Background: an optimization exercise with open tools, aiming at small area, a short achievable clock period and few clock cycles per item. Do not read the settings as production practice.
Only simulation tests tie the RTL to the original design; equivalence was not proved.
Power is estimated from default activity; no workload was simulated.

==> flow/design.v (outline; a module is shown in full before it is edited, if it fits) <==
// module exp_gain_rom: 1034 lines
// module ascale_rom: 2058 lines
// module pan_att_rom: 186 lines
// module mul_am: 238 lines
// module mul_eg: 342 lines
// module mul_pan: 353 lines
// module pan_volume_mixer: 119 lines
module pan_volume_mixer (
    input  wire               clk,
    input  wire               rst,           
    input  wire               in_valid,
    output wire               in_ready,
    input  wire               in_play,       
    input  wire signed [15:0] in_sample,     
    input  wire               in_am_en,      
    input  wire        [2:0]  in_am_depth,   
    input  wire        [7:0]  in_am_phase,   
    input  wire        [9:0]  in_eg_level,   
    input  wire        [3:0]  in_pan,        
    input  wire        [6:0]  in_tl,         
    output reg                out_valid,
    output reg  signed [15:0] out_l,
    output reg  signed [15:0] out_r
);
  // ...
==> flow/flow/run.sh <==
#!/bin/bash
# Own flow: the standard layout (standard.sh), with the synthesis run
# through flow/synth_wrap.tcl, which only swaps the ABC mapping script.
set -euo pipefail
W=$(pwd)
export FLOW_WORK=$W
export FLOW_ABC_SCRIPT=$W/flow/area.abc
bash standard.sh SYNTH_SCRIPT=$W/flow/synth_wrap.tcl finish > $W/flow_make.log 2>&1
==> flow/flow/area.abc <==
strash
dc2
strash
&get -n
&dch -f
&nf {D}
&put
==> flow/flow/synth_wrap.tcl <==
# The standard synthesis (synth_recipe.tcl, unchanged), with one difference:
# the final ABC mapping runs the area-oriented script in flow/area.abc
# instead of ORFS's delay-oriented one. Registers are mapped before ABC and
# are left exactly as the standard synthesis makes them.
proc abc {args} {
  set i [lsearch -exact $args -script]
  if {$i >= 0} {
    set args [lreplace $args $i [expr {$i + 1}] -script $::env(FLOW_ABC_SCRIPT)]
  }
  yosys abc {*}$args
}
source $::env(FLOW_WORK)/synth_recipe.tcl
==> flow/standard.sh <==
#!/bin/bash
# synth_recipe.tcl (not shown) runs the flow's synth.tcl, then flattens the netlist and writes it again
# the make line also repeats each setting of config.mk as NAME=value (left out here)
make -C /OpenROAD-flow-scripts/flow DESIGN_CONFIG=/design/flow/config.mk WORK_HOME=/design/flow/orfs CLKGATE_MAP_FILE= SYNTH_SCRIPT=/design/flow/synth_recipe.tcl "${@:-finish}"
==> flow/config.mk <==
export PLATFORM = sky130hd
export DESIGN_NAME = pan_volume_mixer
export DESIGN_NICKNAME = pan_volume_mixer
export VERILOG_FILES = /design/flow/design.v
export SDC_FILE = /design/flow/constraint.sdc
export NUM_CORES = 4
export LEC_CHECK = 0
export CAP_MARGIN = 20
export CORE_MARGIN = 2
export CORE_UTILIZATION = 40
export SLEW_MARGIN = 20
export SYNTH_MEMORY_MAX_BITS = 65536
==> flow/constraint.sdc <==
create_clock -name core_clock -period 30.0 [get_ports {clk}]
set_input_delay 6.0000 -clock core_clock [delete_from_list [all_inputs] [get_ports {clk}]]
set_output_delay 6.0000 -clock core_clock [all_outputs]
set_load 0.01 [all_outputs]
==> impl_results.md, run 1 <==
* Status: complete, no violations
* Fraction of area in multi-input gates at 0.7220
* Setup Viol. Count Final at 0
* TritonCTS Buffers at 30
* R2R Path Start: wave0[1]
* Register-to-Register Path Depth at 28
* Die area at 83960 um2
* Mapped Area at 32660 um2
* Seq power at around 640 uW
* Clock power frac at 0.070
* Synth Register Bits at between 200 and 250
* CLK BUF at 36
* Sequential Power Share at 0.123
* # Post-CTS Setup Buffers at 0
* Hold Path Class: flop to flop
* Vias in the first global route at 31870
* RSZ-0062 raised after global routing: false
* Wirelength per Cell at 21.14 um
* Asr flop ratio synth at 0
* Area leader, netlist: fa_1
* Crit path required time at 30.53 ns
* Commonest non-fill, non-tap cell in the layout: clkinv_1
* HP Start: pan0[0]
* R2R setup slack at 20.60 ns
* Hold path cells at 0
* CP Class: flop to flop
* Distinct cells, synth at 64
* Non-clock buffer share at 0.04469
* Hold Buf Count CTS at 0
* Worst setup margin at 20.60 ns
* Worst-margin pin slew at 1.247 ns
* R2r endpoint: s_am1[14]
* Top power group: combinational logic
* Crit. Startpoint: wave0[1]
* Compound-Gate Fraction of Synth Area at 0.2836
* CP max stage delay at 0.83 ns
* Sw Share at 0.5081
* M3 GR Usage at 0.04435
Testbench counts, summed over its fixed seeds: cycles 35,880, slots 35,840.
==> module pan_volume_mixer, before the edit <==
module pan_volume_mixer (
    input  wire               clk,
    input  wire               rst,           
    input  wire               in_valid,
    output wire               in_ready,
    input  wire               in_play,       
    input  wire signed [15:0] in_sample,     
    input  wire               in_am_en,      
    input  wire        [2:0]  in_am_depth,   
    input  wire        [7:0]  in_am_phase,   
    input  wire        [9:0]  in_eg_level,   
    input  wire        [3:0]  in_pan,        
    input  wire        [6:0]  in_tl,         
    output reg                out_valid,
    output reg  signed [15:0] out_l,
    output reg  signed [15:0] out_r
);
    localparam NUM_VOICES = 28;
    assign in_ready = 1'b1;
    reg               v0;
    reg               play0;
    reg signed [15:0] smp0;
    reg        [2:0]  depth0;
    reg        [7:0]  wave0;      
    reg        [9:0]  eg0;
    reg        [3:0]  pan0;
    reg        [6:0]  tl0;
    always @(posedge clk) begin
        v0     <= in_valid && !rst;
        play0  <= in_play;
        smp0   <= in_sample;
        depth0 <= in_am_en ? in_am_depth : 3'd0;
        wave0  <= in_am_phase[7] ? {in_am_phase[6:0], 1'b0} : ~{in_am_phase[6:0], 1'b0};
        eg0    <= in_eg_level;
        pan0   <= in_pan;
        tl0    <= in_tl;
    end
    wire [8:0]  ascale;
    wire [11:0] gain;
    ascale_rom   u_ascale (.addr({depth0, wave0}), .data(ascale));
    exp_gain_rom u_gain   (.addr(eg0), .data(gain));
    wire [15:0] s_am;
    mul_am u_mul_am (.s(smp0), .b(ascale), .y(s_am));
    reg               v1;
    reg               play1;
    reg signed [15:0] s_am1;     
    reg        [11:0] gain1;
    reg        [3:0]  pan1;
    reg        [6:0]  tl1;
    always @(posedge clk) begin
        v1    <= v0 && !rst;
        play1 <= play0;
        s_am1 <= s_am;
        gain1 <= gain;
        pan1  <= pan0;
        tl1   <= tl0;
    end
    wire [17:0] s_eg;
    mul_eg u_mul_eg (.s(s_am1), .b(gain1), .y(s_eg));
    wire [2:0] att_l  = (pan1 >= 4'd1 && pan1 <= 4'd6) ? pan1[2:0] : 3'd0;
    wire [2:0] att_r  = (pan1 >= 4'd10) ? 3'd0 - pan1[2:0] : 3'd0;    
    wire       mute_l = !play1 || pan1 == 4'd7 || pan1 == 4'd8;
    wire       mute_r = !play1 || pan1 == 4'd8 || pan1 == 4'd9;
    wire [7:0]  idx_l = {1'b0, tl1} + {2'b0, att_l, 3'b0};
    wire [7:0]  idx_r = {1'b0, tl1} + {2'b0, att_r, 3'b0};
    wire [10:0] tab_l, tab_r;
    pan_att_rom u_pan_l (.addr(idx_l), .data(tab_l));
    pan_att_rom u_pan_r (.addr(idx_r), .data(tab_r));
    reg               v2;
    reg signed [17:0] s_eg2;
    reg        [10:0] pan_l2, pan_r2;
    always @(posedge clk) begin
        v2     <= v1 && !rst;
        s_eg2  <= s_eg;
        pan_l2 <= mute_l ? 11'd0 : tab_l;
        pan_r2 <= mute_r ? 11'd0 : tab_r;
    end
    reg         [4:0]  slot;
    reg                first;     
    reg  signed [20:0] acc_l, acc_r;
    reg                done3;
    wire [20:0] base_l = first ? 21'd0 : acc_l;
    wire [20:0] base_r = first ? 21'd0 : acc_r;
    wire [20:0] sum_l, sum_r;
    mul_pan u_mul_l (.s(s_eg2), .b(pan_l2), .c(base_l), .y(sum_l));
    mul_pan u_mul_r (.s(s_eg2), .b(pan_r2), .c(base_r), .y(sum_r));
    always @(posedge clk) begin
        if (v2) begin
            acc_l <= sum_l;
            acc_r <= sum_r;
        end
    end
    always @(posedge clk) begin
        if (rst) begin
            slot  <= 5'd0;
            first <= 1'b1;
            done3 <= 1'b0;
        end else begin
            done3 <= v2 && slot == NUM_VOICES - 1;
            if (v2) begin
                first <= slot == NUM_VOICES - 1;
                slot  <= (slot == NUM_VOICES - 1) ? 5'd0 : slot + 5'd1;
            end
        end
    end
    function automatic signed [15:0] sat16(input signed [20:0] v);
        if (v > 21'sd32767)
            sat16 = 16'sd32767;
        else if (v < -21'sd32768)
            sat16 = -16'sd32768;
        else
            sat16 = v[15:0];
    endfunction
    always @(posedge clk) begin
        out_valid <= done3 && !rst;
        out_l     <= sat16(acc_l);
        out_r     <= sat16(acc_r);
    end
endmodule
==> inputs of run 2 (changes only) <==
--- a/flow/design.v
+++ b/flow/design.v
@@ -4239,5 +4239,5 @@
     always @(posedge clk) begin
         v0     <= in_valid && !rst;
-        play0  <= in_play;
+        play0  <= in_play && in_valid;
         smp0   <= in_sample;
         depth0 <= in_am_en ? in_am_depth : 3'd0;
@@ -4247,58 +4247,72 @@
         tl0    <= in_tl;
     end
-    wire [8:0]  ascale;
-    wire [11:0] gain;
-    ascale_rom   u_ascale (.addr({depth0, wave0}), .data(ascale));
-    exp_gain_rom u_gain   (.addr(eg0), .data(gain));
-    wire [15:0] s_am;
-    mul_am u_mul_am (.s(smp0), .b(ascale), .y(s_am));
+    wire [8:0] ascale;
+    ascale_rom u_ascale (.addr({depth0, wave0}), .data(ascale));
     reg               v1;
     reg               play1;
-    reg signed [15:0] s_am1;     
-    reg        [11:0] gain1;
+    reg signed [15:0] smp1;
+    reg        [8:0]  ascale1;
+    reg        [9:0]  eg1;
     reg        [3:0]  pan1;
     reg        [6:0]  tl1;
     always @(posedge clk) begin
-        v1    <= v0 && !rst;
-        play1 <= play0;
-        s_am1 <= s_am;
-        gain1 <= gain;
-        pan1  <= pan0;
-        tl1   <= tl0;
+        v1      <= v0 && !rst;
+        play1   <= play0;
+        smp1    <= smp0;
+        ascale1 <= ascale;
+        eg1     <= eg0;
+        pan1    <= pan0;
+        tl1     <= tl0;
+    end
+    wire [15:0] s_am;            
+    mul_am u_mul_am (.s(smp1), .b(ascale1), .y(s_am));
+    wire [11:0] gain;
+    exp_gain_rom u_gain (.addr(eg1), .data(gain));
+    reg               v2;
+    reg               play2;
+    reg        [15:0] s_am2;
+    reg        [11:0] gain2;
+    reg        [3:0]  pan2;
+    reg        [6:0]  tl2;
+    always @(posedge clk) begin
+        v2    <= v1 && !rst;
+        play2 <= play1;
+        s_am2 <= s_am;
+        gain2 <= gain;
+        pan2  <= pan1;
+        tl2   <= tl1;
     end
     wire [17:0] s_eg;
-    mul_eg u_mul_eg (.s(s_am1), .b(gain1), .y(s_eg));
-    wire [2:0] att_l  = (pan1 >= 4'd1 && pan1 <= 4'd6) ? pan1[2:0] : 3'd0;
-    wire [2:0] att_r  = (pan1 >= 4'd10) ? 3'd0 - pan1[2:0] : 3'd0;    
-    wire       mute_l = !play1 || pan1 == 4'd7 || pan1 == 4'd8;
-    wire       mute_r = !play1 || pan1 == 4'd8 || pan1 == 4'd9;
-    wire [7:0]  idx_l = {1'b0, tl1} + {2'b0, att_l, 3'b0};
-    wire [7:0]  idx_r = {1'b0, tl1} + {2'b0, att_r, 3'b0};
+    mul_eg u_mul_eg (.s(s_am2), .b(gain2), .y(s_eg));
+    wire [2:0] att_l  = (pan2 >= 4'd1 && pan2 <= 4'd6) ? pan2[2:0] : 3'd0;
+    wire [2:0] att_r  = (pan2 >= 4'd10) ? 3'd0 - pan2[2:0] : 3'd0;    
+    wire       mute_l = !play2 || pan2 == 4'd7 || pan2 == 4'd8;
+    wire       mute_r = !play2 || pan2 == 4'd8 || pan2 == 4'd9;
+    wire [7:0]  idx_l = {1'b0, tl2} + {2'b0, att_l, 3'b0};
+    wire [7:0]  idx_r = {1'b0, tl2} + {2'b0, att_r, 3'b0};
     wire [10:0] tab_l, tab_r;
     pan_att_rom u_pan_l (.addr(idx_l), .data(tab_l));
     pan_att_rom u_pan_r (.addr(idx_r), .data(tab_r));
-    reg               v2;
-    reg signed [17:0] s_eg2;
-    reg        [10:0] pan_l2, pan_r2;
-    always @(posedge clk) begin
-        v2     <= v1 && !rst;
-        s_eg2  <= s_eg;
-        pan_l2 <= mute_l ? 11'd0 : tab_l;
-        pan_r2 <= mute_r ? 11'd0 : tab_r;
+    reg               v3;
+    reg        [17:0] s_eg3;
+    reg        [10:0] pan_l3, pan_r3;
+    always @(posedge clk) begin
+        v3     <= v2 && !rst;
+        s_eg3  <= s_eg;
+        pan_l3 <= mute_l ? 11'd0 : tab_l;
+        pan_r3 <= mute_r ? 11'd0 : tab_r;
     end
     reg         [4:0]  slot;
     reg                first;     
-    reg  signed [20:0] acc_l, acc_r;
-    reg                done3;
+    reg         [20:0] acc_l, acc_r;
+    reg                done4;
     wire [20:0] base_l = first ? 21'd0 : acc_l;
     wire [20:0] base_r = first ? 21'd0 : acc_r;
     wire [20:0] sum_l, sum_r;
-    mul_pan u_mul_l (.s(s_eg2), .b(pan_l2), .c(base_l), .y(sum_l));
-    mul_pan u_mul_r (.s(s_eg2), .b(pan_r2), .c(base_r), .y(sum_r));
+    mul_pan u_mul_l (.s(s_eg3), .b(pan_l3), .c(base_l), .y(sum_l));
+    mul_pan u_mul_r (.s(s_eg3), .b(pan_r3), .c(base_r), .y(sum_r));
     always @(posedge clk) begin
-        if (v2) begin
-            acc_l <= sum_l;
-            acc_r <= sum_r;
-        end
+        acc_l <= sum_l;
+        acc_r <= sum_r;
     end
     always @(posedge clk) begin
@@ -4306,8 +4320,8 @@
             slot  <= 5'd0;
             first <= 1'b1;
-            done3 <= 1'b0;
+            done4 <= 1'b0;
         end else begin
-            done3 <= v2 && slot == NUM_VOICES - 1;
-            if (v2) begin
+            done4 <= v3 && slot == NUM_VOICES - 1;
+            if (v3) begin
                 first <= slot == NUM_VOICES - 1;
                 slot  <= (slot == NUM_VOICES - 1) ? 5'd0 : slot + 5'd1;
@@ -4315,14 +4329,14 @@
         end
     end
-    function automatic signed [15:0] sat16(input signed [20:0] v);
-        if (v > 21'sd32767)
-            sat16 = 16'sd32767;
-        else if (v < -21'sd32768)
-            sat16 = -16'sd32768;
+    function automatic [15:0] sat16(input [20:0] v);
+        if (!v[20] && v[19:15] != 5'd0)
+            sat16 = 16'h7fff;
+        else if (v[20] && v[19:15] != 5'h1f)
+            sat16 = 16'h8000;
         else
             sat16 = v[15:0];
     endfunction
     always @(posedge clk) begin
-        out_valid <= done3 && !rst;
+        out_valid <= done4 && !rst;
         out_l     <= sat16(acc_l);
         out_r     <= sat16(acc_r);
==> flow/run.sh (new file) <==
#!/bin/bash
# synth_recipe.tcl (not shown) runs the flow's synth.tcl, then flattens the netlist and writes it again
# the make line also repeats each setting of config.mk as NAME=value (left out here)
make -C /OpenROAD-flow-scripts/flow DESIGN_CONFIG=/design/flow/config.mk WORK_HOME=/design/flow/orfs CLKGATE_MAP_FILE= SYNTH_SCRIPT=/design/flow/synth_recipe.tcl finish
removed: flow/flow/run.sh
removed: flow/flow/area.abc
removed: flow/flow/synth_wrap.tcl
removed: flow/standard.sh
==> run 2 against run 1 <==
Against the previous run:
- sequential power decreased by 15%
- via count increased by 25%
- die area increased by 27%
- clock-buffer cell count increased by 4
- flip-flop and latch count increased by 48
- highest routed layer unchanged
- clock skew increased by 0.0019 ns
- still clean on timing, DRC and antenna
- final cell count increased by 26%
- design area increased by 19%
==> impl_results.md, run 2 <==
* Commonest non-fill, non-tap cell in the layout: nor2_1 (was clkinv_1)
* Design Area, Final at 43580 um2 (was 36680 um2)
* Clock Sink Count at 262 (was 214)
* R2R setup slack at 23.55 ns (was 20.60 ns)
* Final-report hold violation count at 0 (unchanged)
* Vias at 41770 (was 33310)
* Commonest cells post-synth: 601 x nor2_1, 579 x a21oi_1, 564 x nand2_1 (was 398 x clkinv_1, 381 x nand2_1, 338 x a21oi_1)
* Hold Buf Count CTS at 0 (unchanged)
* Pwr Total at 4.058 mW (was 5.183 mW)
* Die height at 326.4 um (was 289.8 um)
* Crit end category: output port (was flop)
* Vias/cell at 6.114 (was 6.136)
* Multi-input gate area at 32080 um2 (was 26480 um2)
* TritonCTS Buffers at 35 (was 30)
* Asr flop ratio synth at 0 (unchanged)
* Antenna Nets Post-Route at 0 (unchanged)
* Synth Area per Inst at 7.128 um2 (was 7.922 um2)
* Compound-Gate Fraction of Synth Area at 0.3169 (was 0.2836)
* Place WS at 22.81 ns (was 20.90 ns)
* Post_cts resized at 0 (unchanged)
* Startpoint Class: flop (unchanged)
* # rows at 118 (was 104)
* Cell Area, Placed at 42400 um2 (was 35650 um2)
* Area leader, netlist: fa_1 (unchanged)
* CP max stage delay at 0.53 ns (was 0.83 ns)
* Worst path top cell family by delay: buffers and inverters (was compound AO/OA/AOI/OAI gates)
* Area added between synthesis and finish at 4.827% (was 12.29%)
* DRT Pass-1 Iters at 8 (was 7)
* Slowest CP cell: clkdlybuf4s50_1 (was nor2b_1)
* Worst path buffer plus inverter count at 1 (was 2)
* Main flop type after synthesis: dfxtp_1 (unchanged)
* IR drop worst, VDD at 0.00008398 V (was 0.0001342 V)
* Clock latency (worst-skew pair) at 0.61 ns (about the same)
* Dpl hpwl at 92.41 mm (was 82.83 mm)
* Antenna diodes at 0 (was 3)
* Max_slew headroom at 0.2529 (was 0.1656)
* Initial core utilization at 0.4023 (was 0.4049)
* Final min period at 7.463 ns (was 9.404 ns)
* Wirelength per Cell at 19.74 um (was 21.14 um)
* R2r endpoint: acc_l[19] (was s_am1[14])
* Maximum buffer depth of the clock tree at 3 (unchanged)
* R2R Path Start: pan_l3[2] (was wave0[1])
* Register area at 5273 um2 (was 4717 um2)
* Pwr per Cell Area at 93.10 nW/um2 (was 141.3 nW/um2)
* Antenna violations before repair at 0 (was 1)
* I/O pins at 87 (unchanged)
* Cell with the most instances after synthesis: nor2_1 (was clkinv_1)
* Crit. Startpoint: out_l[8] (was wave0[1])
* Register-to-Register Path Depth at 17 (was 28)
* Crit path DAT at 1.46 ns (was 9.93 ns)
* Crit path max fanout at 1 (was 16)
* Crit path required time at 24.00 ns (was 30.53 ns)
* Synth Area in Adders at 0.2052 (was 0.2539)
* Leak Pwr at 17.65 nW (was 13.62 nW)
* Largest regs: acc_l (21), acc_r (21), s_eg3 (18) (was acc_l (21), acc_r (21), s_eg2 (18))
* Worst-margin pin slew at 1.092 ns (was 1.247 ns)
* Tcrit/Tclk final at 0.2488 (was 0.3135)
* Die Wd at 326.4 um (was 289.8 um)
* Post-synthesis mux area share at 0.03873 (was 0.008198)
* Distinct cells, synth at 96 (was 64)
* Core area at 103300 um2 (was 80680 um2)
* Max-cap violations at 0 (unchanged)
* Largest net degree at the start of global routing at 92 (was 69)
* Post-Synth Simple-Gate Area at 0.1797 (was 0.1640)
* Seq/Total Area, Yosys at 0.1262 (was 0.1440)
* Status: complete, no violations (unchanged)
* Hold Path Class: flop to flop (unchanged)
* CTS root buf: clkbuf_16 (unchanged)
* Synthesized net count at 6395 (was 4681)
* Gr ovfl total at 0 (unchanged)
* Setup Viol. Count Final at 0 (unchanged)
* Ratio of cells with drive above 1 in the final layout at 0.05117 (was 0.03848)
* Worst setup margin at 22.54 ns (was 20.60 ns)
* Worst clock skew at 0.02272 ns (was 0.02078 ns)
* Final Max Slew Viols at 0 (unchanged)
* Most frequent cells in the layout: 597 x nor2_1, 578 x a21oi_1, 564 x nand2_1 (was 403 x clkinv_1, 381 x nand2_1, 337 x a21oi_1)
* Post-Place Cells at 6768 (was 5370)
* Fill count at 10760 (was 8245)
* CTS tree: built (unchanged)
* RePlAce Congestion at 0.9881 (was 1.015)
* H-tree depth at 2 (was 1)
* Total track usage at 0.2449 (was 0.2679)
* Synth top area cells: fa_1 13%, dfxtp_1 13%, ha_1 7.4%, a21oi_1 7.0%, nor2_1 5.4% (was fa_1 16%, dfxtp_1 11%, ha_1 9.3%, xnor2_1 7.6%, a22oi_1 6.4%)
* Synth warn at 4 (unchanged)
* Synthesized instance count at 5833 (was 4123)
* Post-synth top area share at 0.1266 (was 0.1612)
* PortBufs at 85 (unchanged)
* RSZ-0062 raised after global routing: false (unchanged)
* Setup TNS Final at 0 ns (unchanged)
* CP Class: flop to output port (was flop to flop)
* Routed wire length at 134.8 mm (was 114.7 mm)
* Global-route wire length before repair at 216.9 mm (was 181.4 mm)
* Largest family of logic cells by synthesized area: compound AO/OA/AOI/OAI gates (unchanged)
* Vias in the first global route at 38930 (was 31870)
* CTS clk-pin slew, worst paths at 0.06 ns (about the same)
* Critical-path cell list: clkdlybuf4s50_1
* Hold path cells at 0 (unchanged)
* Mapped Area at 41570 um2 (was 32660 um2)
* Initial DRC Count at 4913 (was 3898)
* # Post-CTS Setup Buffers at 0 (unchanged)
* Nets@finish at 5988 (was 4900)
* Non-Filler Instances at 6832 (was 5429)
* Synth Register Bits at 262 (was 214)
* HP Start: pan1[3] (was pan0[0])
* Achievable frequency at 0.1340 GHz (was 0.1063 GHz)
* DRC at 0 (unchanged)
* Hold EP: pan2[3] (was pan1[0])
* Synth Area in XOR/XNOR at 0.03034 (was 0.1000)
* Number of enable flip-flop cells after synthesis at 0 (was 42)
* Die area at 106500 um2 (was 83960 um2)
## run 2: cells by family (layout without fill, tap and decap cells)
logic type      after synthesis  after routing
compound gates             2012           2012
xor+xnor                    144            144
fa+ha+maj                   528            528
buf+inv                    1083            702
flops                       262            262
mux                         121            121
other cells                   1              1
simple gates               1682           1682
## run 2: metrics by stage
stage	util	hold slack, ns
5_1_grt	0.4217	0.3275
3_5_place_dp	0.4103	0.3120
4_1_cts	0.4215	0.3190
6_report	0.4217	0.3175
3_3_place_gp	0.4103	0.3124
2_1_floorplan	-	0.3096
## run 2: metal layers
layer | part of all wire | vias to the layer above | track usage
met5 | 0 | - | 0
met4 | 0.042 | 0 | 0.1043
met3 | 0.084 | 386 | 0.03826
met2 | 0.45 | 1971 | 0.3872
met1 | 0.43 | 19600 | 0.3313
li1 | - | 19820 | -
## run 2: area by class of cell
type | instances | share of cell area
Timing Repair Buffer | 195 | 0.03847
Inverter | 444 | 0.03824
Sequential cell | 262 | 0.1210
Clock inverter | 23 | 0.005713
Tap cell | 1380 | 0.03962
Clock buffer | 40 | 0.02099
Multi-Input combinational cell | 4488 | 0.7360
## run 2: worst reg2reg max path: stages (launching register included)
cell       delay [ns]
dfxtp_1          0.83
inv_1            0.48
nor2_1           0.56
a21oi_1          0.14
o221ai_1         0.26
fa_1             0.48
fa_1             0.46
fa_1             0.49
inv_1            0.04
ha_1             0.31
a21oi_1          0.16
nor2b_1          0.07
a2111oi_2        0.74
o21ai_0          0.39
a31oi_1          0.41
o21a_1           0.24
o21ai_0          0.14
xor2_1           0.16
## run 2: power by group
part           switching [mW]  internal [mW]  leakage [nW]  total (mW)
Combinational            1.82           1.27          14.9        3.08
Sequential             0.0706          0.473          2.20       0.544
Clock                   0.188          0.242         0.541       0.429
Total                    2.07           1.98          17.7        4.06
## run 2: worst max-delay path by stage
stage                           to  slack [ns]  cells after the start
after floorplan           wave0[1]       23.43                      2
after global placement       first       22.84                      3
after detailed placement     first       22.81                      3
after CTS                 out_l[8]       22.48                      1
after global routing      out_l[8]       22.47                      1
final                     out_l[8]       22.54                      1
Testbench counts of run 2, summed over its fixed seeds: cycles 35,888, slots 35,840.
==> inputs of run 3 (changes only) <==
==> flow/flow/run.sh (new file) <==
#!/bin/bash
# Own flow: the standard layout (standard.sh), with
#  - the synthesis run through flow/synth_wrap.tcl, which only swaps the ABC
#    mapping script for the area-oriented flow/area.abc (registers are mapped
#    before ABC and stay exactly as the standard synthesis makes them);
#  - Yosys's synth without its internal quick ABC pass (-noabc), so that the
#    adder extraction sees the multiplier trees' full adders as written;
#  - the port buffers as plain buf_2 cells.
set -euo pipefail
W=$(pwd)
export FLOW_WORK=$W
export FLOW_ABC_SCRIPT=$W/flow/area.abc
bash standard.sh SYNTH_SCRIPT=$W/flow/synth_wrap.tcl SYNTH_ARGS=-noabc SETUP_SLACK_MARGIN=22.8 \
  "BUFFER_PORTS_ARGS=-buffer_cell sky130_fd_sc_hd__buf_2" finish > $W/flow_make.log 2>&1
==> flow/flow/area.abc (new file) <==
strash
dc2
strash
&get -n
&dch -f
&nf {D}
&put
==> flow/flow/synth_wrap.tcl (new file) <==
# The standard synthesis (synth_recipe.tcl, unchanged), with one difference:
# the final ABC mapping runs the area-oriented script in flow/area.abc
# instead of ORFS's delay-oriented one. Registers are mapped before ABC and
# are left exactly as the standard synthesis makes them.
proc abc {args} {
  set i [lsearch -exact $args -script]
  if {$i >= 0} {
    set args [lreplace $args $i [expr {$i + 1}] -script $::env(FLOW_ABC_SCRIPT)]
  }
  yosys abc {*}$args
}
source $::env(FLOW_WORK)/synth_recipe.tcl
==> flow/standard.sh (new file) <==
#!/bin/bash
# synth_recipe.tcl (not shown) runs the flow's synth.tcl, then flattens the netlist and writes it again
# the make line also repeats each setting of config.mk as NAME=value (left out here)
make -C /OpenROAD-flow-scripts/flow DESIGN_CONFIG=/design/flow/config.mk WORK_HOME=/design/flow/orfs CLKGATE_MAP_FILE= SYNTH_SCRIPT=/design/flow/synth_recipe.tcl "${@:-finish}"
removed: flow/run.sh
==> run 3 against run 2 <==
Against the previous run:
- combinational power grew 2%
- core utilization rose by 3.3 points
- clock skew grew 0.012 ns
- first-iteration DRC count down 21%
- die area decreased by 24%
- final cell count fell by 25%
- sequential share of layout area is 2.8 points higher
- largest power group unchanged
- critical path type unchanged
- design area shrank 19%
- critical path depth did not move
- register-to-register slack got worse by 0.18 ns
==> impl_results.md, run 3 <==
* HP Start: smp0[10] (was pan1[3])
* Vias in the first global route at 30250 (was 38930)
* Crit path max fanout at 1 (unchanged)
* Worst clock skew at 0.03465 ns (was 0.02272 ns)
* Synth warn at 4 (unchanged)
* Worst path top cell family by delay: flip-flops (was buffers and inverters)
* Total track usage at 0.2534 (was 0.2449)
* Final Max Slew Viols at 0 (unchanged)
* Wirelength per Cell at 20.58 um (was 19.74 um)
* DRT Pass-1 Iters at 8 (unchanged)
* Main flop type after synthesis: dfxtp_1 (unchanged)
* Synth Area in Adders at 0.2595 (was 0.2052)
* Post-Synth Simple-Gate Area at 0.1768 (was 0.1797)
* Hold path cells at 0 (unchanged)
* DRC at 0 (unchanged)
* Synth Area per Inst at 8.216 um2 (was 7.128 um2)
* I/O pins at 87 (unchanged)
* Area leader, netlist: fa_1 (unchanged)
* Max-cap violations at 0 (unchanged)
* Pwr per Cell Area at 118.6 nW/um2 (was 93.10 nW/um2)
* Crit end category: output port (unchanged)
* Post-synthesis mux area share at 0.003139 (was 0.03873)
* Largest regs: acc_l (21), acc_r (21), s_eg3 (18) (unchanged)
* Hold Buf Count CTS at 0 (unchanged)
* Routed wire length at 105.6 mm (was 134.8 mm)
* CTS tree: built (unchanged)
* H-tree depth at 2 (unchanged)
* CTS clk-pin slew, worst paths at 0.06 ns (about the same)
* R2r endpoint: s_eg3[16] (was acc_l[19])
* Pwr Total at 4.187 mW (was 4.058 mW)
* Final min period at 7.129 ns (was 7.463 ns)
* Slowest CP cell: dfxtp_4 (was clkdlybuf4s50_1)
* Leak Pwr at 14.05 nW (was 17.65 nW)
* Worst-margin pin slew at 1.155 ns (was 1.092 ns)
* Clock Sink Count at 262 (unchanged)
* Setup TNS Final at 0 ns (unchanged)
* Cell Area, Placed at 34010 um2 (was 42400 um2)
* Startpoint Class: flop (unchanged)
* Die height at 284.6 um (was 326.4 um)
* Die Wd at 284.6 um (was 326.4 um)
* TritonCTS Buffers at 36 (was 35)
* Synth Area in XOR/XNOR at 0.1015 (was 0.03034)
* Synth top area cells: fa_1 17%, dfxtp_1 17%, ha_1 8.7%, xnor2_1 8.1%, a22oi_1 6.6% (was fa_1 13%, dfxtp_1 13%, ha_1 7.4%, a21oi_1 7.0%, nor2_1 5.4%)
* Largest net degree at the start of global routing at 84 (was 92)
* Seq/Total Area, Yosys at 0.1666 (was 0.1262)
* R2R setup slack at 23.37 ns (was 23.55 ns)
* Max_slew headroom at 0.2272 (was 0.2529)
* Hold EP: smp1[10] (was pan2[3])
* Number of enable flip-flop cells after synthesis at 0 (unchanged)
* Die area at 80990 um2 (was 106500 um2)
* Compound-Gate Fraction of Synth Area at 0.2748 (was 0.3169)
* Global-route wire length before repair at 167.9 mm (was 216.9 mm)
* Finished Core Util at 0.4543 (was 0.4217)
* Most frequent cells in the layout: 452 x nand2_1, 341 x a21oi_1, 293 x xnor2_1 (was 597 x nor2_1, 578 x a21oi_1, 564 x nand2_1)
* IR drop worst, VDD at 0.0001213 V (was 0.00008398 V)
* Tcrit/Tclk final at 0.2376 (was 0.2488)
* Final-report hold violation count at 0 (unchanged)
* Area added between synthesis and finish at 12.13% (was 4.827%)
* RSZ-0062 raised after global routing: true (was false)
* Distinct cells, synth at 66 (was 96)
* Achievable frequency at 0.1403 GHz (was 0.1340 GHz)
* Gr ovfl total at 0 (unchanged)
* Crit path required time at 24.00 ns (about the same)
* Setup Viol. Count Final at 0 (unchanged)
* Register-to-Register Path Depth at 25 (was 17)
* Synthesized net count at 4376 (was 6395)
* Design Area, Final at 35310 um2 (was 43580 um2)
* R2R Path Start: gain2[5] (was pan_l3[2])
* Largest family of logic cells by synthesized area: compound AO/OA/AOI/OAI gates (unchanged)
* Mapped Area at 31490 um2 (was 41570 um2)
* Antenna Nets Post-Route at 0 (unchanged)
* PortBufs at 85 (unchanged)
* Commonest cells post-synth: 452 x nand2_1, 345 x a21oi_1, 293 x xnor2_1 (was 601 x nor2_1, 579 x a21oi_1, 564 x nand2_1)
* Nets@finish at 4603 (was 5988)
* Post-synth top area share at 0.1729 (was 0.1266)
* Clock latency (worst-skew pair) at 0.58 ns (was 0.61 ns)
* Vias at 31490 (was 41770)
* CP max stage delay at 0.40 ns (was 0.53 ns)
* Antenna violations before repair at 0 (unchanged)
* Maximum buffer depth of the clock tree at 3 (unchanged)
* Commonest non-fill, non-tap cell in the layout: nand2_1 (was nor2_1)
* Critical-path cell list: buf_2 (was clkdlybuf4s50_1)
* Antenna diodes at 0 (unchanged)
* Core area at 77720 um2 (was 103300 um2)
* Hold Path Class: flop to flop (unchanged)
* Synth Register Bits at 262 (unchanged)
* Crit path DAT at 1.13 ns (was 1.46 ns)
* Synthesized instance count at 3833 (was 5833)
* RePlAce Congestion at 1.014 (was 0.9881)
* Cell with the most instances after synthesis: nand2_1 (was nor2_1)
* Initial core utilization at 0.4052 (was 0.4023)
* CTS root buf: clkbuf_16 (unchanged)
* Status: complete, no violations (unchanged)
* Asr flop ratio synth at 0 (unchanged)
* Worst path buffer plus inverter count at 1 (unchanged)
* CP Class: flop to output port (unchanged)
* Vias/cell at 6.140 (was 6.114)
* Dpl hpwl at 75.63 mm (was 92.41 mm)
* Initial DRC Count at 3874 (was 4913)
* # rows at 102 (was 118)
* Ratio of cells with drive above 1 in the final layout at 0.06580 (was 0.05117)
* # Post-CTS Setup Buffers at 0 (unchanged)
run 3: cell count changes after synthesis, moves of 72 or more:
| cell | previous run | this run |
|---|---|---|
| o22ai_1 | 131 | 36 |
| clkinv_1 | 13 | 143 |
| buf_1 | 98 | 2 |
| clkbuf_1 | 436 | 0 |
| nor2_1 | 601 | 271 |
| buf_2 | 82 | 0 |
| a211oi_1 | 103 | 31 |
| nand2_1 | 564 | 452 |
| inv_1 | 428 | 0 |
| a22oi_1 | 112 | 276 |
| a221oi_1 | 172 | 13 |
| xnor2_1 | 71 | 293 |
| a21oi_1 | 579 | 345 |
run 3: layout make-up:
cell class / count / area (um2)
Clock buffer: 46 / 989.7
Clock inverter: 20 / 259.0
Fill cell: 7704 / 42410
Inverter: 143 / 536.8
Multi-Input combinational cell: 3425 / 25720
Sequential cell: 262 / 5263
Tap cell: 1040 / 1301
Timing Repair Buffer: 192 / 1240
run 3: repair_timing:
item	in CTS	in global routing
pin swaps	0	0
resized for setup	3	16
endpoints found under the setup margin	4	21
run 3: cell families after synthesis:
group,Yosys count
simple gates,1215
xor+xnor,365
buf+inv,146
mux,9
other cells,1
fa+ha+maj,490
compound gates,1345
flops,262
run 3: how the worst max path moves through the flow:
stage	slack, ns	cells past startpoint	end	from
after floorplan	22.89	25	s_eg3[16]	gain2[3]
after global placement	22.67	25	s_eg3[16]	gain2[1]
after detailed placement	22.57	25	s_eg3[16]	gain2[1]
after CTS	22.83	1	out_r[15]	out_r[15]
after global routing	22.77	28	acc_l[19]	pan_l3[1]
final	22.87	1	out_r[15]	out_r[15]
run 3: report_power, final:
group / leakage [nW] / total (mW) / switching [mW] / internal (mW)
clock: 0.610 / 0.449 / 0.183 / 0.266
combinational: 11.2 / 3.13 / 1.73 / 1.40
sequential: 2.20 / 0.611 / 0.113 / 0.499
run 3: metal layers:
| layer | GRT usage | vias to the layer above | wire length (um) |
|---|---|---|---|
| li1 | - | 14540 | - |
| met4 | 0.1114 | 0 | 4876 |
| met1 | 0.3470 | 14810 | 44240 |
| met5 | 0 | - | 0 |
| met2 | 0.3925 | 1745 | 46780 |
| met3 | 0.04109 | 385 | 9665 |
run 3: per-stage QoR:
step / hold slack [ns] / worst slack, ns / instances
6_report: 0.3250 / 22.87 / 5128
5_1_grt: 0.3322 / 22.77 / 5128
4_1_cts: 0.3254 / 22.83 / 5128
3_5_place_dp: 0.3121 / 22.57 / 5062
3_3_place_gp: 0.3110 / 22.67 / 5062
2_1_floorplan: 0.3096 / 22.89 / 3833
run 3: worst register-to-register path: stages, from the launching register on:
cell and delay [ns]:
dfxtp_1 0.30, buf_4 0.32, or2_0 0.23, and2_1 0.54, a22oi_1 0.21, xnor2_1 0.23, fa_1 0.48, fa_1 0.52
fa_1 0.49, ha_1 0.35, a21o_1 0.17, a31o_1 0.20, a21oi_1 0.23, o21bai_1 0.14, a21oi_1 0.23, o21bai_1 0.12
a21oi_1 0.22, o21bai_1 0.12, a21oi_1 0.23, o21bai_1 0.12, a21oi_1 0.24, o21bai_1 0.12, a21o_1 0.22, a21oi_1 0.21
o21ai_0 0.14, xor2_1 0.15
==> inputs of run 4 (changes only) <==
--- a/flow/flow/run.sh
+++ b/flow/flow/run.sh
@@ -11,4 +11,4 @@
 export FLOW_WORK=$W
 export FLOW_ABC_SCRIPT=$W/flow/area.abc
-bash standard.sh SYNTH_SCRIPT=$W/flow/synth_wrap.tcl SYNTH_ARGS=-noabc SETUP_SLACK_MARGIN=22.8 \
+bash standard.sh SYNTH_SCRIPT=$W/flow/synth_wrap.tcl SYNTH_ARGS=-noabc SETUP_SLACK_MARGIN=23.3 GPL_TIMING_DRIVEN=0 CORE_UTILIZATION=60 \
   "BUFFER_PORTS_ARGS=-buffer_cell sky130_fd_sc_hd__buf_2" finish > $W/flow_make.log 2>&1
==> run 4 against run 3 <==
Against the previous run:
- still clean on timing, DRC and antenna
- synthesized cell count unchanged
- global-route usage is 17 points higher
- fmax is essentially flat
- core utilization is 23 points higher
- critical path depth stayed put
- final cell count decreased by 7.5%
- design area up 0.17%
- clock-buffer cell count is 13 lower
- hold slack barely moved
- critical path type unchanged
==> impl_results.md, run 4 <==
* R2R setup slack at 22.91 ns (was 23.37 ns)
* RSZ-0062 raised after global routing: true (unchanged)
* Die area at 54330 um2 (was 80990 um2)
* Post-synth top area share at 0.1729 (unchanged)
* Commonest cells post-synth: 452 x nand2_1, 345 x a21oi_1, 293 x xnor2_1 (unchanged)
* CTS root buf: clkbuf_16 (unchanged)
* Vias/cell at 7.297 (was 6.140)
* Hold Path Class: flop to flop (unchanged)
* Global-route wire length before repair at 182.1 mm (was 167.9 mm)
* Cell Area, Placed at 32990 um2 (was 34010 um2)
* Crit end category: output port (unchanged)
* Crit path max fanout at 1 (unchanged)
* CP max stage delay at 0.39 ns (was 0.40 ns)
* Crit. Startpoint: out_r[15] (unchanged)
* Register area at 5405 um2 (was 5263 um2)
* H-tree depth at 1 (was 2)
* Design Area, Final at 35370 um2 (was 35310 um2)
* Nets@finish at 4582 (was 4603)
* Leak Pwr at 14.13 nW (was 14.05 nW)
* Ratio of cells with drive above 1 in the final layout at 0.08961 (was 0.06580)
* Hold Buf Count CTS at 0 (unchanged)
* Synth Register Bits at 262 (unchanged)
* Max_slew headroom at 0.1118 (was 0.2272)
* Distinct cells, synth at 66 (unchanged)
* Tcrit/Tclk final at 0.2375 (was 0.2376)
* Register-to-Register Path Depth at 24 (was 25)
* Number of enable flip-flop cells after synthesis at 0 (unchanged)
* Die Wd at 233.1 um (was 284.6 um)
* TritonCTS Buffers at 30 (was 36)
* I/O pins at 87 (unchanged)
* Critical-path cell list: buf_6 (was buf_2)
* Vias in the first global route at 33250 (was 30250)
* DRT Pass-1 Iters at 16 (was 8)
* Final-report hold violation count at 0 (unchanged)
* Mapped Area at 31490 um2 (unchanged)
* Slowest CP cell: dfxtp_4 (unchanged)
* Most frequent cells in the layout: 452 x nand2_1, 318 x a21oi_1, 291 x xnor2_1 (was 452 x nand2_1, 341 x a21oi_1, 293 x xnor2_1)
* CP Capture Point: out_r[15] (unchanged)
* Worst path buffer plus inverter count at 1 (unchanged)
* Antenna violations before repair at 2 (was 0)
* Final Max Slew Viols at 0 (unchanged)
* Antenna Nets Post-Route at 0 (unchanged)
* Cell with the most instances after synthesis: nand2_1 (unchanged)
* Total track usage at 0.4219 (was 0.2534)
* Synth warn at 4 (unchanged)
* Final min period at 7.125 ns (was 7.129 ns)
* Setup TNS Final at 0 ns (unchanged)
* Crit path required time at 24.00 ns (about the same)
* IR drop worst, VDD at 0.0001039 V (was 0.0001213 V)
* Status: complete, no violations (unchanged)
* Setup Viol. Count Final at 0 (unchanged)
* CTS tree: built (unchanged)
* Routed wire length at 123.5 mm (was 105.6 mm)
* Hold WS at 0.3248 ns (was 0.3250 ns)
* Clock Sink Count at 262 (unchanged)
* Max-cap violations at 0 (unchanged)
* Worst clock skew at 0.04405 ns (was 0.03465 ns)
* # rows at 83 (was 102)
* Initial core utilization at 0.6101 (was 0.4052)
* Synth Area per Inst at 8.216 um2 (unchanged)
* PortBufs at 85 (unchanged)
* Seq/Total Area, Yosys at 0.1666 (unchanged)
* Synth top area cells: fa_1 17%, dfxtp_1 17%, ha_1 8.7%, xnor2_1 8.1%, a22oi_1 6.6% (unchanged)
* Area added between synthesis and finish at 12.33% (was 12.13%)
* CP Class: flop to output port (unchanged)
* Largest regs: acc_l (21), acc_r (21), s_eg3 (18) (unchanged)
* Startpoint Class: flop (unchanged)
* Achievable frequency at 0.1404 GHz (was 0.1403 GHz)
* Worst-margin pin slew at 1.323 ns (was 1.155 ns)
* Gr ovfl total at 0 (unchanged)
* Maximum buffer depth of the clock tree at 3 (unchanged)
* Crit path depth at 1 (unchanged)
* Pwr per Cell Area at 132.1 nW/um2 (was 118.6 nW/um2)
* Largest net degree at the start of global routing at 78 (was 84)
* Multi-input gate area at 26040 um2 (was 25720 um2)
* Synthesized instance count at 3833 (unchanged)
* RePlAce Congestion at 1.006 (was 1.014)
* DRC at 0 (unchanged)
* Clock latency (worst-skew pair) at 0.63 ns (was 0.58 ns)
* Commonest non-fill, non-tap cell in the layout: nand2_1 (unchanged)
* CTS clk-pin slew, worst paths at 0.07 ns (was 0.06 ns)
* Wirelength per Cell at 26.04 um (was 20.58 um)
* Dpl hpwl at 79.23 mm (was 75.63 mm)
* Initial DRC Count at 5957 (was 3874)
* Die height at 233.1 um (was 284.6 um)
* Core area at 51610 um2 (was 77720 um2)
* R2R Path Start: pan_r3[3] (was gain2[5])
* Area leader, netlist: fa_1 (unchanged)
* Crit path DAT at 1.13 ns (about the same)
* R2r endpoint: acc_r[20] (was s_eg3[16])
* Synthesized net count at 4376 (unchanged)
* Vias at 34610 (was 31490)
* Fill count at 3719 (was 7704)
* Worst path top cell family by delay: flip-flops (unchanged)
* Main flop type after synthesis: dfxtp_1 (unchanged)
* Asr flop ratio synth at 0 (unchanged)
-- run 4: worst min path at each step --
| stage | startpoint | slack, ns | endpoint | cells after the start |
|---|---|---|---|---|
| final | eg0[5] | 0.32 | eg1[5] | 0 |
| after floorplan | eg0[0] | 0.31 | eg1[0] | 0 |
| after CTS | smp0[6] | 0.33 | smp1[6] | 0 |
| after detailed placement | smp0[11] | 0.31 | smp1[11] | 0 |
| after global routing | smp0[6] | 0.33 | smp1[6] | 0 |
| after global placement | eg0[2] | 0.31 | eg1[2] | 0 |
-- run 4: cells by family (layout without fill, tap and decap cells) --
group | after synthesis | in the layout | synth area share
muxes | 9 | 9 | 0.003139
other | 1 | 2 | 0.0001191
adders and majority gates | 490 | 490 | 0.2595
and+or+nand+nor | 1215 | 1215 | 0.1768
DFF | 262 | 262 | 0.1666
AOI/OAI and AO/OA | 1345 | 1345 | 0.2748
xor gates and xnor gates | 365 | 365 | 0.1015
buffers and inverters | 146 | 375 | 0.01752
-- run 4: timing repair --
action,4_1_cts,5_1_grt
buffers inserted,39,43
setup endpoints to repair,72,57
pin swaps,12,8
resized for setup,123,62
-- run 4: metrics by stage --
step	cells	setup slack, ns	total power, mW	utilization
6_report	4743	22.87	4.673	0.6853
5_1_grt	4743	22.48	4.995	0.6853
4_1_cts	4699	22.88	4.338	0.6726
3_5_place_dp	4605	21.96	3.834	0.6391
3_3_place_gp	4598	22.02	3.611	0.6351
2_1_floorplan	3833	23.31	3.044	-
-- run 4: power breakdown --
group | leakage, nW | internal [mW] | total (mW) | switching (mW)
registers | 2.22 | 0.505 | 0.780 | 0.276
clock network | 0.516 | 0.230 | 0.403 | 0.173
logic | 11.4 | 1.50 | 3.49 | 1.99
total | 14.1 | 2.24 | 4.67 | 2.44
-- run 4: per-layer routing --
metal	up-vias	wire length (um)	GRT usage
met1	16150	44110	0.5293
li1	14510	-	-
met3	846	16380	0.1034
met4	4	8761	0.2287
met5	-	55	0.005515
met2	3094	54200	0.6678
-- run 4: area by class of cell --
type,instances,share of cell area
flip-flops and latches,262,0.1528
inverters,143,0.01518
well taps,680,0.02405
multi-input cells,3425,0.7362
clock buffers,33,0.02243
plain buffers,3,0.0004245
clock inverters,22,0.007959
repair buffers,174,0.04089
diodes,1,0.00007075
==> inputs of run 5 (changes only) <==
--- a/flow/flow/run.sh
+++ b/flow/flow/run.sh
@@ -11,4 +11,4 @@
 export FLOW_WORK=$W
 export FLOW_ABC_SCRIPT=$W/flow/area.abc
-bash standard.sh SYNTH_SCRIPT=$W/flow/synth_wrap.tcl SYNTH_ARGS=-noabc SETUP_SLACK_MARGIN=23.3 GPL_TIMING_DRIVEN=0 CORE_UTILIZATION=60 \
+bash standard.sh SYNTH_SCRIPT=$W/flow/synth_wrap.tcl SYNTH_ARGS=-noabc SETUP_SLACK_MARGIN=23.3 CORE_UTILIZATION=65 \
   "BUFFER_PORTS_ARGS=-buffer_cell sky130_fd_sc_hd__buf_2" finish > $W/flow_make.log 2>&1
==> run 5 against run 4 <==
Against the previous run:
- the flow now stops in global routing
- synthesized cell count did not move
- synthesized area did not move
==> impl_results.md, run 5 <==
* Status: aborted with a tool error (was complete, no violations)
* Stopping stage: global routing
* First error: [ERROR GRT-0232] Routing congestion too high. Check the congestion heatmap in the GUI.
* Synthesized instance count at 3833 (unchanged)
* Main flop type after synthesis: dfxtp_1 (unchanged)
* Seq/Total Area, Yosys at 0.1666 (unchanged)
* Synthesized net count at 4376 (unchanged)
* Asr flop ratio synth at 0 (unchanged)
* Clock Sink Count at 262 (unchanged)
* Dpl hpwl at 84.00 mm (was 79.23 mm)
* Largest net degree at the start of global routing at 72
* TritonCTS Buffers at 29 (was 30)
* Cell Area, Placed at 33190 um2 (was 32990 um2)
* PortBufs at 85 (unchanged)
* Synth warn at 4 (unchanged)
* Hold Buf Count CTS at 0 (unchanged)
* Post-synth top area share at 0.1729 (unchanged)
* Cell with the most instances after synthesis: nand2_1 (unchanged)
* Mapped Area at 31490 um2 (unchanged)
* RePlAce Congestion at 1.032 (was 1.006)
* I/O pins at 87 (unchanged)
* # rows at 80 (was 83)
* WEP type: output port
* Area leader, netlist: fa_1 (unchanged)
* Worst setup endpoint GRT: out_r[14]
* Synth Area per Inst at 8.216 um2 (unchanged)
* Number of enable flip-flop cells after synthesis at 0 (unchanged)
* Synth Register Bits at 262 (unchanged)
* CTS root buf: clkbuf_16 (unchanged)
* Initial core utilization at 0.6595 (was 0.6101)
* H-tree depth at 1 (unchanged)
* Die height at 224.1 um (was 233.1 um)
* Commonest cells post-synth: 452 x nand2_1, 345 x a21oi_1, 293 x xnor2_1 (unchanged)
* Die Wd at 224.1 um (was 233.1 um)
* Maximum buffer depth of the clock tree at 3 (unchanged)
* Synth top area cells: fa_1 17%, dfxtp_1 17%, ha_1 8.7%, xnor2_1 8.1%, a22oi_1 6.6% (unchanged)
* Place WS at 21.92 ns (was 21.96 ns)
* Distinct cells, synth at 66 (unchanged)
-- run 5: worst max-delay path by stage --
| stage | from | end | slack, ns | depth (start not counted) |
|---|---|---|---|---|
| after detailed placement | pan_r3[3] | acc_r[20] | 21.92 | 26 |
| after floorplan | pan_r3[7] | acc_r[20] | 23.31 | 24 |
| after CTS | out_r[13] | out_r[13] | 22.96 | 1 |
| after global placement | pan_l3[3] | acc_l[18] | 22.58 | 23 |
-- run 5: metrics by stage --
| step | hold slack, ns | instances |
|---|---|---|
| 3_3_place_gp | 0.3098 | 4596 |
| 4_1_cts | 0.3261 | 4678 |
| 2_1_floorplan | 0.3096 | 3833 |
| 3_5_place_dp | 0.3120 | 4596 |
-- run 5: cells by family after synthesis --
logic type,share of synthesized area
flops,0.1666
compound gates,0.2748
xor+xnor,0.1015
other cells,0.0001191
fa+ha+maj,0.2595
buf+inv,0.01752
simple gates,0.1768
mux,0.003139
-- run 5: power by group through the flow --
stage | combinational (mW) | clock, mW | sequential (mW)
3_3_place_gp | 2.94 | 0 | 0.672
3_5_place_dp | 3.28 | 0 | 0.685
2_1_floorplan | 2.38 | 0 | 0.659
4_1_cts | 3.45 | 0.363 | 0.686
-- run 5: repair_timing --
item,CTS
gates resized for setup,106
setup buffers,29
endpoints found under the setup margin,72
pin swaps,7
gates cloned,0
==> inputs of run 6 (changes only) <==
--- a/flow/flow/run.sh
+++ b/flow/flow/run.sh
@@ -11,4 +11,4 @@
 export FLOW_WORK=$W
 export FLOW_ABC_SCRIPT=$W/flow/area.abc
-bash standard.sh SYNTH_SCRIPT=$W/flow/synth_wrap.tcl SYNTH_ARGS=-noabc SETUP_SLACK_MARGIN=23.3 CORE_UTILIZATION=65 \
+bash standard.sh SYNTH_SCRIPT=$W/flow/synth_wrap.tcl SYNTH_ARGS=-noabc SETUP_SLACK_MARGIN=23.3 CORE_UTILIZATION=50 CTS_CLUSTER_SIZE=30 CTS_CLUSTER_DIAMETER=100 \
   "BUFFER_PORTS_ARGS=-buffer_cell sky130_fd_sc_hd__buf_2" finish > $W/flow_make.log 2>&1
==> run 6 against run 5 <==
Against the previous run:
- now clean on timing, DRC and antenna
- synthesized area unchanged
- synthesized cell count unchanged
==> impl_results.md, run 6 <==
* Worst path buffer plus inverter count at 1
* Worst clock skew at 0.03437 ns
* CTS clk-pin slew, worst paths at 0.10 ns
* Total track usage at 0.3123
* Final min period at 7.034 ns
* Most frequent cells in the layout: 452 x nand2_1, 328 x a21oi_1, 293 x xnor2_1
* Max-cap violations at 0
* Vias in the first global route at 29800
* Crit path depth at 1
* Antenna violations before repair at 0
* Crit path max fanout at 1
* Seq/Total Area, Yosys at 0.1666 (unchanged)
* Synth top area cells: fa_1 17%, dfxtp_1 17%, ha_1 8.7%, xnor2_1 8.1%, a22oi_1 6.6% (unchanged)
* Startpoint Class: flop
* Synthesized instance count at 3833 (unchanged)
* Area leader, netlist: fa_1 (unchanged)
* Worst-margin pin slew at between 1 and 1.5 ns
* Number of enable flip-flop cells after synthesis at 0 (unchanged)
* Area added between synthesis and finish at 10.48%
* Crit path required time at 24.00 ns
* CTS tree: built
* RSZ-0062 raised after global routing: true
* TritonCTS Buffers at 19 (was 29)
* R2R Path Start: pan_l3[7]
* Setup TNS Final at 0 ns
* Max_slew headroom at 0.2232
* Hold Buf Count CTS at 0 (unchanged)
* Pwr Total at 4.104 mW
* Antenna Nets Post-Route at 0
* Ratio of cells with drive above 1 in the final layout at 0.06861
* IR drop worst, VDD at 0.00008652 V
* Main flop type after synthesis: dfxtp_1 (unchanged)
* Synth Area per Inst at 8.216 um2 (unchanged)
* Leak Pwr at 13.83 nW
* CP Class: flop to output port
* Gr ovfl total at 0
* Crit end category: output port
* Dpl hpwl at 74.34 mm (was 84.00 mm)
* # rows at 92 (was 80)
* Mapped Area at 31490 um2 (unchanged)
* Asr flop ratio synth at 0 (unchanged)
* Core area at 62620 um2
* Sequential Power Share at 0.157
* Internal Power at 2.068 mW
* DRC at 0
* Setup Viol. Count Final at 0
* DRT Pass-1 Iters at 9
* Synth Register Bits at 262 (unchanged)
* PortBufs at 85 (unchanged)
* Tcrit/Tclk final at 0.2345
* Synth warn at 4 (unchanged)
* Crit path DAT at 1.03 ns
* P_sw at 2.036 mW
* Commonest non-fill, non-tap cell in the layout: nand2_1
* Initial DRC Count at around 3800
* Largest regs: acc_l (21), acc_r (21), s_eg3 (18)
* Vias/cell at 6.378
* RePlAce Congestion at 1.015 (was 1.032)
* Largest net degree at the start of global routing at 72
* Logic pwr share at 0.772
* CTS root buf: clkbuf_16 (unchanged)
* Register-to-Register Path Depth at 24
* Initial core utilization at 0.5029 (was 0.6595)
* Cell with the most instances after synthesis: nand2_1 (unchanged)
* R2R setup slack at 23.69 ns
* Commonest cells post-synth: 452 x nand2_1, 345 x a21oi_1, 293 x xnor2_1 (unchanged)
* Die area at ~65000 um2
* Pwr per Cell Area at 118.0 nW/um2
* Routed wire length at 103.7 mm
* Maximum buffer depth of the clock tree at 3 (unchanged)
* Clock Sink Count at 262 (unchanged)
* Die Wd at 255.0 um (was 224.1 um)
* Worst path top cell family by delay: flip-flops
* Antenna diodes at 0
* Fill count at slightly above 6000
* Worst setup margin at 22.97 ns
* Final Max Slew Viols at 0
* Status: complete, no violations (was aborted with a tool error)
* Distinct cells, synth at 66 (unchanged)
* H-tree depth at 1 (unchanged)
* Post-synth top area share at 0.1729 (unchanged)
* Global-route wire length before repair at 164.2 mm
* R2r endpoint: acc_l[19]
* CP Capture Point: out_r[13]
* Place WS at 22.40 ns (was 21.92 ns)
* Vias at between 30000 and 40000
* Clock power frac at 0.071
* Synthesized net count at 4376 (unchanged)
* Final-report hold violation count at 0
* Clock latency (worst-skew pair) at 0.57 ns
* Achievable frequency at 0.1422 GHz
* Hold Path Class: flop to flop
* Critical-path cell list: buf_6
* Nets@finish at 4583
* Slowest CP cell: dfxtp_2
* Wirelength per Cell at 21.18 um
* I/O pins at 87 (unchanged)
* Crit. Startpoint: out_r[13]
* Die height at 255.0 um (was 224.1 um)
* CP max stage delay at ~0.38 ns
* Sw Share at 0.4961
run 6: cell counts after synthesis:
No cell type changed its count.
run 6: cell families after synthesis:
group / count (synthesis) / synth area share
AO/OA/AOI/OAI: 1345 / 0.2748
XOR/XNOR: 365 / 0.1015
adder cells (fa/ha/maj): 490 / 0.2595
buffers and inverters: 146 / 0.01752
flip-flops: 262 / 0.1666
multiplexers: 9 / 0.003139
other: 1 / 0.0001191
AND/OR/NAND/NOR: 1215 / 0.1768
run 6: power groups by stage:
| stage | sequential, mW | clock [mW] | combinational, mW |
|---|---|---|---|
| global placement | 0.646 | 0 | 3.05 |
| global route | 0.658 | 0.315 | 3.62 |
| detailed placement | 0.646 | 0 | 3.09 |
| floorplan | 0.659 | 0 | 2.38 |
| CTS | 0.639 | 0.302 | 3.12 |
| finish | 0.645 | 0.291 | 3.17 |
run 6: layer usage:
metal,share of wire,vias to the layer above,track usage
met5,0,-,0
met4,0.042,0,0.1160
met3,0.092,346,0.05360
met2,0.44,1665,0.4972
met1,0.42,14740,0.4247
li1,-,14490,-
run 6: layout make-up:
class	count	area (um2)	share of cell area
Timing Repair Buffer	189	1376	0.03956
Tap cell	846	1059	0.03043
Clock inverter	12	225.2	0.006473
Sequential cell	262	5305	0.1525
Inverter	143	536.8	0.01543
Clock buffer	21	493.0	0.01417
Multi-Input combinational cell	3425	25800	0.7415
run 6: repair_timing:
| action | in CTS | in global routing |
|---|---|---|
| endpoints found under the setup margin | 62 | 55 |
| pin swaps | 3 | 6 |
| buffers inserted | 10 | 9 |
| gates resized for setup | 30 | 67 |
run 6: how the worst min path moves through the flow:
stage	start	to	slack [ns]	cells past startpoint
CTS	eg0[5]	eg1[5]	0.33	0
global route	eg0[3]	eg1[3]	0.34	0
global placement	eg0[2]	eg1[2]	0.31	0
floorplan	eg0[0]	eg1[0]	0.31	0
detailed placement	eg0[6]	eg1[6]	0.31	0
finish	eg0[3]	eg1[3]	0.33	0
run 6: stage by stage:
stage / hold WS, ns / area, um2 / cells / utilization
6_report: 0.3321 / 34790 / 4898 / 0.5556
5_1_grt: 0.3376 / 34790 / 4898 / 0.5556
4_1_cts: 0.3342 / 34500 / 4889 / 0.5510
3_5_place_dp: 0.3121 / 33620 / 4846 / 0.5369
3_3_place_gp: 0.3103 / 33620 / 4846 / 0.5369
2_1_floorplan: 0.3096 / 31500 / 3833 / -
==> inputs of run 7 (changes only) <==
--- a/flow/flow/run.sh
+++ b/flow/flow/run.sh
@@ -11,4 +11,4 @@
 export FLOW_WORK=$W
 export FLOW_ABC_SCRIPT=$W/flow/area.abc
-bash standard.sh SYNTH_SCRIPT=$W/flow/synth_wrap.tcl SYNTH_ARGS=-noabc SETUP_SLACK_MARGIN=23.3 CORE_UTILIZATION=50 CTS_CLUSTER_SIZE=30 CTS_CLUSTER_DIAMETER=100 \
+bash standard.sh SYNTH_SCRIPT=$W/flow/synth_wrap.tcl SYNTH_ARGS=-noabc SETUP_SLACK_MARGIN=23.5 CAP_MARGIN=5 SLEW_MARGIN=5 CORE_UTILIZATION=45 CTS_CLUSTER_SIZE=30 CTS_CLUSTER_DIAMETER=100 \
   "BUFFER_PORTS_ARGS=-buffer_cell sky130_fd_sc_hd__buf_2" finish > $W/flow_make.log 2>&1
==> run 7 against run 6 <==
Against the previous run:
- die area grew 11%
- fmax is essentially flat
- first-iteration DRC count grew 3.6%
- synthesized area is the same
- still clean on timing, DRC and antenna
==> impl_results.md, run 7 <==
* Status: complete, no violations (unchanged)
* Gr ovfl total at 0 (unchanged)
* Crit path required time at 24.00 ns (about the same)
* R2R Path Start: pan_l3[1] (was pan_l3[7])
* H-tree depth at 1 (unchanged)
* Most frequent cells in the layout: 452 x nand2_1, 327 x a21oi_1, 292 x xnor2_1 (was 452 x nand2_1, 328 x a21oi_1, 293 x xnor2_1)
* Routed wl met3 at 9.034 mm (was 9.585 mm)
* Crit path DAT at 1.03 ns (about the same)
* Max-cap violations at 0 (unchanged)
* R2r endpoint: acc_l[19] (unchanged)
* Distinct cells, synth at 66 (unchanged)
* Met2 wire len at 47.66 mm (was 46.13 mm)
* Global-route wire length before repair at 166.8 mm (was 164.2 mm)
* Largest net degree at the start of global routing at 71 (was 72)
* Synth Area per Inst at 8.216 um2 (unchanged)
* Design Area, Final at 35060 um2 (was 34790 um2)
* Ratio of cells with drive above 1 in the final layout at 0.07696 (was 0.06861)
* Top Layer Used: met4 (unchanged)
* Antenna diodes at 0 (unchanged)
* Critical-path cell list: buf_6 (unchanged)
* Number of enable flip-flop cells after synthesis at 0 (unchanged)
* Finished Core Util at 0.5085 (was 0.5556)
* Asr flop ratio synth at 0 (unchanged)
* Post-Place Cells at 4921 (was 4846)
* Logic pwr share at 0.778 (was 0.772)
* # rows at 96 (was 92)
* Crit end category: output port (unchanged)
* Achievable frequency at 0.1422 GHz (about the same)
* CTS tree: built (unchanged)
* Slowest CP cell: dfxtp_2 (unchanged)
* Max_slew headroom at 0.2312 (was 0.2232)
* Vias in the first global route at 29890 (was 29800)
* Die Wd at 268.5 um (was 255.0 um)
* Cell Area, Placed at 33670 um2 (was 33620 um2)
* Dpl hpwl at 75.99 mm (was 74.34 mm)
* Sequential Power Share at 0.156 (was 0.157)
* CP max stage delay at 0.34 ns (was 0.38 ns)
* Synth Register Bits at 262 (unchanged)
* IR drop worst, VDD at 0.0001408 V (was 0.00008652 V)
* Fill count at 6843 (was 6082)
* Largest regs: acc_l (21), acc_r (21), s_eg3 (18) (unchanged)
* Hold Buf Count CTS at 0 (unchanged)
* CTS clk-pin slew, worst paths at 0.09 ns (was 0.10 ns)
* Final-report hold violation count at 0 (unchanged)
* Seq/Total Area, Yosys at 0.1666 (unchanged)
* TritonCTS Buffers at 18 (was 19)
* Routed wire length at 106.2 mm (was 103.7 mm)
* RePlAce Congestion at 1.005 (was 1.015)
* CTS root buf: clkbuf_16 (unchanged)
* CP Class: flop to output port (unchanged)
* Synth top area cells: fa_1 17%, dfxtp_1 17%, ha_1 8.7%, xnor2_1 8.1%, a22oi_1 6.6% (unchanged)
* Tcrit/Tclk final at 0.2344 (was 0.2345)
* PortBufs at 85 (unchanged)
* I/O pins at 87 (unchanged)
* Sw Share at 0.4992 (was 0.4961)
* Vias/cell at 6.270 (was 6.378)
* Synth warn at 4 (unchanged)
* Internal Power at 2.098 mW (was 2.068 mW)
* Worst clock skew at 0.06745 ns (was 0.03437 ns)
* RSZ-0062 raised after global routing: true (unchanged)
* Area added between synthesis and finish at 11.32% (was 10.48%)
* Mapped Area at 31490 um2 (unchanged)
* Vias at 31340 (was 31240)
* DRT Pass-1 Iters at 10 (was 9)
* Worst path buffer plus inverter count at 1 (unchanged)
* Final Max Slew Viols at 0 (unchanged)
* Die height at 268.5 um (was 255.0 um)
* Clock power frac at 0.066 (was 0.071)
* Register-to-Register Path Depth at 23 (was 24)
* Setup TNS Final at 0 ns (unchanged)
* Hold path cells at 0 (unchanged)
* Pwr per Cell Area at 119.5 nW/um2 (was 118.0 nW/um2)
* Main flop type after synthesis: dfxtp_1 (unchanged)
* Commonest cells post-synth: 452 x nand2_1, 345 x a21oi_1, 293 x xnor2_1 (unchanged)
* Nets@finish at 4598 (was 4583)
* Synthesized instance count at 3833 (unchanged)
* Setup Viol. Count Final at 0 (unchanged)
* Hold EP: eg1[4] (was eg1[3])
* Commonest non-fill, non-tap cell in the layout: nand2_1 (unchanged)
* Total track usage at 0.2872 (was 0.3123)
* Initial DRC Count at 3930 (was 3795)
* Metal1 wirelength at 44.59 mm (was 43.61 mm)
* P_sw at 2.092 mW (was 2.036 mW)
* Cell with the most instances after synthesis: nand2_1 (unchanged)
* Worst-margin pin slew at 1.139 ns (was 1.164 ns)
* Leak Pwr at 13.92 nW (was 13.83 nW)
* Final min period at 7.032 ns (was 7.034 ns)
* Clock Sink Count at 262 (unchanged)
* Maximum buffer depth of the clock tree at 3 (unchanged)
* R2R setup slack at 23.72 ns (was 23.69 ns)
* Clock latency (worst-skew pair) at 0.59 ns (was 0.57 ns)
* Synthesized net count at 4376 (unchanged)
* Startpoint Class: flop (unchanged)
* Hold Path Class: flop to flop (unchanged)
* Wirelength per Cell at 21.25 um (was 21.18 um)
* Hold WS at 0.3210 ns (was 0.3321 ns)
* Non-Filler Instances at 4998 (was 4898)
* Antenna Nets Post-Route at 0 (unchanged)
* Area leader, netlist: fa_1 (unchanged)
* HP Start: eg0[4] (was eg0[3])
* DRC at 0 (unchanged)
* Post-synth top area share at 0.1729 (unchanged)
* Crit path max fanout at 1 (unchanged)
* Antenna violations before repair at 0 (unchanged)
* Die area at 72110 um2 (was 65000 um2)
* Initial core utilization at 0.4567 (was 0.5029)
* Worst path top cell family by delay: flip-flops (unchanged)
* Core area at 68950 um2 (was 62620 um2)
==> run 7: cell count changes in the layout (fill, tap and decap cells not counted), moves of 2 or more <==
cell and delta:
and2_0 -3, and2_4 +2, buf_12 +2, buf_4 +13
clkinv_16 -4, clkinv_8 +3, dfxtp_1 -8, dfxtp_4 +7
inv_12 +2, inv_8 -3, nor2_1 -3, nor2_2 +2
==> run 7: stage by stage <==
stage | setup slack, ns | power, mW
6_report | 22.97 | 4.190
5_1_grt | 22.93 | 4.682
4_1_cts | 22.93 | 4.120
3_5_place_dp | 22.49 | 3.772
3_3_place_gp | 22.65 | 3.730
2_1_floorplan | 23.51 | 3.044
==> run 7: layout make-up <==
| cell class | count | area (um2) | area share |
|---|---|---|---|
| Clock buffer | 19 | 454.2 | 0.01296 |
| Multi-Input combinational cell | 3425 | 25860 | 0.7376 |
| Tap cell | 931 | 1165 | 0.03323 |
| Inverter | 143 | 536.8 | 0.01531 |
| Timing Repair Buffer | 205 | 1523 | 0.04344 |
| Sequential cell | 262 | 5333 | 0.1521 |
| Clock inverter | 13 | 187.7 | 0.005354 |
==> run 7: worst max path at each step <==
stage | startpoint | endpoint | slack (ns) | depth (start not counted)
4_1_cts | out_r[15] | out_r[15] | 22.93 | 1
5_1_grt | out_r[15] | out_r[15] | 22.93 | 1
2_1_floorplan | gain2[3] | s_eg3[16] | 23.51 | 25
6_report | out_r[15] | out_r[15] | 22.97 | 1
3_3_place_gp | pan_l3[1] | acc_l[18] | 22.65 | 23
3_5_place_dp | pan_l3[1] | acc_l[20] | 22.49 | 23
==> run 7: cell families (layout without fill, tap and decap cells) <==
kind of cell | count (synthesis) | after routing | share of synthesized area
AOI/OAI and AO/OA | 1345 | 1345 | 0.2748
xor gates and xnor gates | 365 | 365 | 0.1015
adders and majority gates | 490 | 490 | 0.2595
buffers and inverters | 146 | 380 | 0.01752
DFF | 262 | 262 | 0.1666
muxes | 9 | 9 | 0.003139
other | 1 | 1 | 0.0001191
and+or+nand+nor | 1215 | 1215 | 0.1768
==> run 7: layer usage <==
metal,vias to the layer above,GRT usage
li1,14530,-
met1,14770,0.3895
met2,1659,0.4540
met3,383,0.04356
met4,0,0.1254
met5,-,0
==> run 7: timing repair <==
item	CTS	global route
pin swaps	7	12
gates resized for setup	68	47
setup endpoints to repair	62	56
setup buffers	20	25
endpoints found under the hold margin	0	0
gates cloned	0	0
==> run 7: power by group through the flow <==
| stage | Sequential, mW | Clock, mW | Combinational, mW |
|---|---|---|---|
| finish | 0.653 | 0.276 | 3.26 |
| global route | 0.668 | 0.299 | 3.71 |
| CTS | 0.652 | 0.288 | 3.18 |
| detailed placement | 0.659 | 0 | 3.11 |
| global placement | 0.659 | 0 | 3.07 |
| floorplan | 0.660 | 0 | 2.38 |

## static timing again, ports no longer ideal
How much do the figures lean on ideal ports? The routed layouts below were timed once more, with nothing changed but the port constraints.
Step 1 (the two cells are an assumption about what drives the block):
set clk [get_ports {clk}]
set_driving_cell -lib_cell sky130_fd_sc_hd__clkbuf_16 $clk
set_driving_cell -lib_cell sky130_fd_sc_hd__buf_2 [delete_from_list [all_inputs] $clk]
Step 2 adds t to the input delays and takes it off the output delays; t is the mean of the earliest and latest rising clock arrival at the registers after step 1. Input paths then give back, and output paths get back, about the clock's delay inside the block.
a / b / c = ideal / step 1 / step 2; a / b = the first two.
run | t, ns | setup WS [ns] | worst setup path at the end | worst data-port slew with drivers (ns) | cell pins on the clock port's net
run 1 | 0.673 | 20.596 / 20.596 / 20.596 | register to register | 0.05 | 1
run 2 | 0.663 | 22.537 / 22.470 / 22.823 | input to register | 0.04 | 1
run 3 | 0.634 | 22.871 / 22.804 / 23.365 | register to register | 0.06 | 1
run 4 | 0.682 | 22.875 / 22.807 / 22.909 | register to register | 0.04 | 1
run 6 | 0.619 | 22.966 / 22.898 / 23.357 | input to register | 0.05 | 1
run 7 | 0.630 | 22.968 / 22.897 / 23.375 | input to register | 0.07 | 1
After both steps every run listed still meets setup and hold.
